This is an optimization exercise on Yosys and OpenROAD, whose aim is small area, a short achievable clock period and few clock cycles, not a production implementation. Function was checked by simulation only, so behaviour that the tests miss may differ from the original. Power and IR drop assume default switching activity.

## run 1
// scrb_line
module scrb_line (
    input  wire        clk,
    input  wire        rst,         
    input  wire        cmd_valid,
    output wire        cmd_ready,
    input  wire [15:0] cmd_x1,      
    input  wire [15:0] cmd_y1,      
    input  wire [15:0] cmd_x2,      
    input  wire [15:0] cmd_y2,      
    input  wire [7:0]  cmd_width,   
    input  wire [10:0] cmd_w,       
    input  wire [10:0] cmd_h,       
    output wire        px_valid,
    input  wire        px_ready,
    output wire [9:0]  px_x,
    output wire [9:0]  px_y,
    output wire        done
);
    function [15:0] sqit;
        input [8:0] rem;
        input [6:0] root;
        input [1:0] pr;
        reg   [10:0] x;
        reg   [8:0]  t;
        begin
            x = {rem, pr};
            t = {root, 2'b01};
            if (x >= {2'b0, t}) sqit = {x[8:0] - t, root[5:0], 1'b1};
            else                sqit = {x[8:0], root[5:0], 1'b0};
        end
    endfunction
    reg       setup;               
    reg [2:0] step;
    reg       run;
    reg        [7:0]  width;
    reg        [9:0]  bw1, bh1;    
    reg        [16:0] dx;
    reg        [17:0] dy;
    reg               sx, sy;      
    reg               noinner;
    reg               xmaj;        
    reg signed [8:0]  snr;         
    reg        [6:0]  rh;          
    reg signed [8:0]  ojx;         
    reg signed [8:0]  ojc;         
    reg        [8:0]  kin;         
    wire       [6:0]  r = width[7:1];
    reg               wact;        
    reg signed [17:0] wpx;         
    reg signed [19:0] wd;          
    reg signed [8:0]  woj;         
    reg signed [14:0] wt;          
    reg        [16:0] wn;          
    reg               cap;         
    reg signed [17:0] spx;
    reg signed [19:0] sd;
    reg signed [8:0]  soj;
    reg signed [14:0] st;
    reg        [16:0] sn;
    reg signed [16:0] rowy;
    reg               rowvis;
    reg               pa_pv, pa_eor, pa_z, pa_bv;
    reg signed [11:0] pa_px;
    reg        [2:0]  pa_ra, pa_rb;    
    reg        [1:0]  pa_qa, pa_qb;    
    reg        [9:0]  pa_va, pa_vb;    
  ...
Size: about 680 flip-flops, ~120 I/O pins, roughly 41000 µm² of cells after synthesis.
clock: 11.0 ns
lec_check: 0
cap_margin: 20
core_margin: 2
core_utilization: 40
place_density: 0.6
setup_slack_margin: 5
slew_margin: 20
run.sh (not shown) runs the stock make flow with config.mk's settings and CLKGATE_MAP_FILE= SYNTH_SCRIPT=/design/flow/synth_recipe.tcl, a recipe that flattens the netlist after the stock synthesis.
Every stage of the flow completed for run 1, and the final layout passed the timing, DRC and antenna checks.
Testbench counts of run 1, summed over its fixed seeds: cycles 395,644.
Here is what was changed in the inputs of run 2 compared with run 1.
--- a/flow/design.v
+++ b/flow/design.v
@@ -204,19 +204,19 @@
     wire run_n   = last_step || (run && !fin);
     wire emp_n   = !wact && !pa_pv && !pa_eor && !pb_pv && !pb_eor && !pe_pv && !pe_eor &&
                    !pc_eor && !rb_v && !e2_v && (!e_v || (px_ready && e_last)) && !last_step;
     assign cmd_ready = cr;
     assign done      = fin;
     assign px_valid  = e_v;
     assign px_x      = e_x;
     assign px_y      = e_y;
     always @(posedge clk) begin
-        if ((!setup && !run) || dn) begin      
+        if (cmd_ready) begin
             wpx   <= {{2{cmd_x1[15]}}, cmd_x1};
             rowy  <= {cmd_y1[15], cmd_y1};
             dx    <= {cmd_x2[15], cmd_x2};
             dy    <= {{2{cmd_y2[15]}}, cmd_y2};
             width <= cmd_width;
             bw1   <= cmd_w[9:0] - 10'd1;
             bh1   <= cmd_h[9:0] - 10'd1;
             sa    <= {{4{cmd_x2[15]}}, cmd_x2};
             sb    <= ~{{4{cmd_x1[15]}}, cmd_x1};
==> summary.txt <==
Measured against each other, run 2 and run 1 differ in detailed-routed wire length on met2, the lower figure coming from run 2.
Delta (run 2 minus run 1): clock buffer count went down about 7%, fmax picked up an extra 2.6 MHz, total of plain and repair buffers excluding clock buffers shrank by about 6%.
In run 2 the critical path depth turned out 6 lower than in run 1.
Testbench counts of run 2, summed over its fixed seeds: cycles 395,644.


== v6 ==
scrb_line, a different RTL version from the one above (not shown whole).
Size in the first run: roughly 4300 cells after synthesis, ~650 flip-flops, roughly 120 I/O pins, about 40000 um^2 of cells after synthesis.
==> flow/config.mk <==
export PLATFORM = sky130hd
export DESIGN_NAME = scrb_line
export DESIGN_NICKNAME = scrb_line
export VERILOG_FILES = /design/flow/design.v
export SDC_FILE = /design/flow/constraint.sdc
export NUM_CORES = 4
export LEC_CHECK = 0
export CAP_MARGIN = 20
export CORE_MARGIN = 2
export CORE_UTILIZATION = 40
export PLACE_DENSITY = 0.6
export SETUP_SLACK_MARGIN = 5
export SLEW_MARGIN = 20
==> flow/constraint.sdc <==
create_clock -name core_clock -period 11.0 [get_ports {clk}]
set_input_delay 2.2000 -clock core_clock [delete_from_list [all_inputs] [get_ports {clk}]]
set_output_delay 2.2000 -clock core_clock [all_outputs]
set_load 0.01 [all_outputs]
Testbench counts of v6, summed over its fixed seeds: cycles 395,644.
#### Input delta (v7 over v6)
-- flow/design.v --
<<< v6, line 42
    reg signed [8:0]  snr;         
    reg        [6:0]  rh;          
    reg        [8:0]  kin;         
    wire       [6:0]  r = width[7:1];
>>> v7, line 42
    reg signed [8:0]  snr;         
    reg        [6:0]  rh;          
    reg signed [8:0]  ojx;         
    reg signed [8:0]  ojc;         
    reg        [8:0]  kin;         
    wire       [6:0]  r = width[7:1];
<<< v6, line 107
    wire y0_hi = y0hi;
    wire signed [8:0]  srh  = $signed({2'b0, rh});
    wire rel    = (woj >= snr) && (woj <= srh);
    wire capc   = sy ? (woj < srh) : (woj > snr);
    wire cap_now = capc && !cap;
    wire last_pt = (wn == 17'd0);
>>> v7, line 109
    wire y0_hi = y0hi;
    wire signed [8:0]  srh  = $signed({2'b0, rh});
    wire rel    = (woj != ojx);
    wire capc   = (woj != ojc);
    wire cap_now = capc && !cap;
    wire last_pt = (wn == 17'd0);
<<< v6, line 176
    wire seg_over = !e_v || (fire && (e_x == e_end));
    wire take_rb  = seg_over && !e2_v && rb_v;
    reg  cr, dn;                    
    wire fin = dn;
>>> v7, line 178
    wire seg_over = !e_v || (fire && (e_x == e_end));
    wire take_rb  = seg_over && !e2_v && rb_v;
    wire all_empty = !wact && !pa_pv && !pa_eor && !pb_pv && !pb_eor && !pe_pv && !pe_eor && !pc_eor &&
                     !rb_v && !e_v && !e2_v;
    reg  emp_r;                     
    reg  cr, dn;                    
    wire fin = dn;
<<< v6, line 181
    wire setup_n = (cmd_valid && cr) || (setup && !last_step);
    wire run_n   = last_step || (run && !fin);
    wire emp_n   = !wact && !pa_pv && !pa_eor && !pb_pv && !pb_eor && !pe_pv && !pe_eor &&
                   !pc_eor && !rb_v && !e2_v && (!e_v || (fire && (e_x == e_end))) && !last_step;
    assign cmd_ready = cr;
    assign done      = fin;
>>> v7, line 186
    wire setup_n = (cmd_valid && cr) || (setup && !last_step);
    wire run_n   = last_step || (run && !fin);
    wire emp_n   = all_empty && !last_step;
    assign cmd_ready = cr;
    assign done      = fin;
<<< v6, line 233
            e_first <= 1'b1;
            woj     <= sy ? snr : $signed({2'b0, rh});
            wt      <= (sy || r == 7'd0) ? 15'sd0 : $signed({7'd0, r, 1'b0}) - 15'sd1;
            cap     <= 1'b0;
>>> v7, line 237
            e_first <= 1'b1;
            woj     <= sy ? snr : $signed({2'b0, rh});
            ojx     <= sy ? snr - 9'sd1 : $signed({2'b0, rh}) + 9'sd1;
            ojc     <= sy ? $signed({2'b0, rh}) : snr;
            wt      <= (sy || r == 7'd0) ? 15'sd0 : $signed({7'd0, r, 1'b0}) - 15'sd1;
            cap     <= 1'b0;
<<< v6, line 323
            e_x <= e_x + 10'd1;
        end
        if (take_rb) begin
            e_first <= 1'b0;
>>> v7, line 329
            e_x <= e_x + 10'd1;
        end
        emp_r <= emp_n;
        if (take_rb) begin
            e_first <= 1'b0;
v7 ended up with a higher clock power share than v6 did. Higher area after synthesis was reported by v7, not v6. v7 ended up with sky130_fd_sc_hd__inv_1 as its cell with the largest stage delay on the worst path; v6 ended up with sky130_fd_sc_hd__o31a_1. v7 vs v6: standard cell core area up by a few percent. Die area (v7 over v6): increase, about 2%. Between v6 and v7, the post-placement setup slack is higher for v6. Going from v6 to v7, the area of placed instances was found to have gone up by about 2%. Row met3 usage: v7 higher / v6 lower. Changes observed in v7 relative to v6: wire length shows no meaningful change; total buffers and inverters traversed by the critical path shows an increase of 1; setup slack shows a reduction of 0.10 ns; multi-input gate share of total cell area shows no meaningful change.
Testbench counts of v7, summed over its fixed seeds: cycles 396,579.

-- afterwards: timing with drivers on the ports --
No port has a modelled driver above. Below, the same layouts with a new extraction and two added sets of constraints. Step 1, drivers: a clkbuf_16 drives clk and a buf_2 each remaining input, both assumed. Step 2 moves the port delays by t, midway between the first and last clock arrival at a register: inputs arrive t later, outputs are due t later. That takes back most of the time a late clock gives input paths. Slacks: no drivers / after step 1 / after step 2; pairs: no drivers / after step 1.
run | shift t [ns] | slack for setup (ns) | hold WS [ns] | cell pins on the clock port's net
run 1 | 0.722 | 6.451 / 6.505 / 5.783 | 0.318 / 0.318 / 0.318 | 1
run 2 | 0.708 | 6.504 / 6.426 / 6.127 | 0.325 / 0.325 / 0.325 | 1
v6 | 0.722 | 6.100 / 6.142 / 5.420 | 0.324 / 0.324 / 0.324 | 1
v7 | 0.709 | 5.998 / 6.037 / 5.328 | 0.314 / 0.314 / 0.314 | 1
After both steps setup and hold are still met in every run listed. For v6, which loses most, drivers alone change the setup slack by +0.042 ns; drivers and shift together by -0.680 ns.
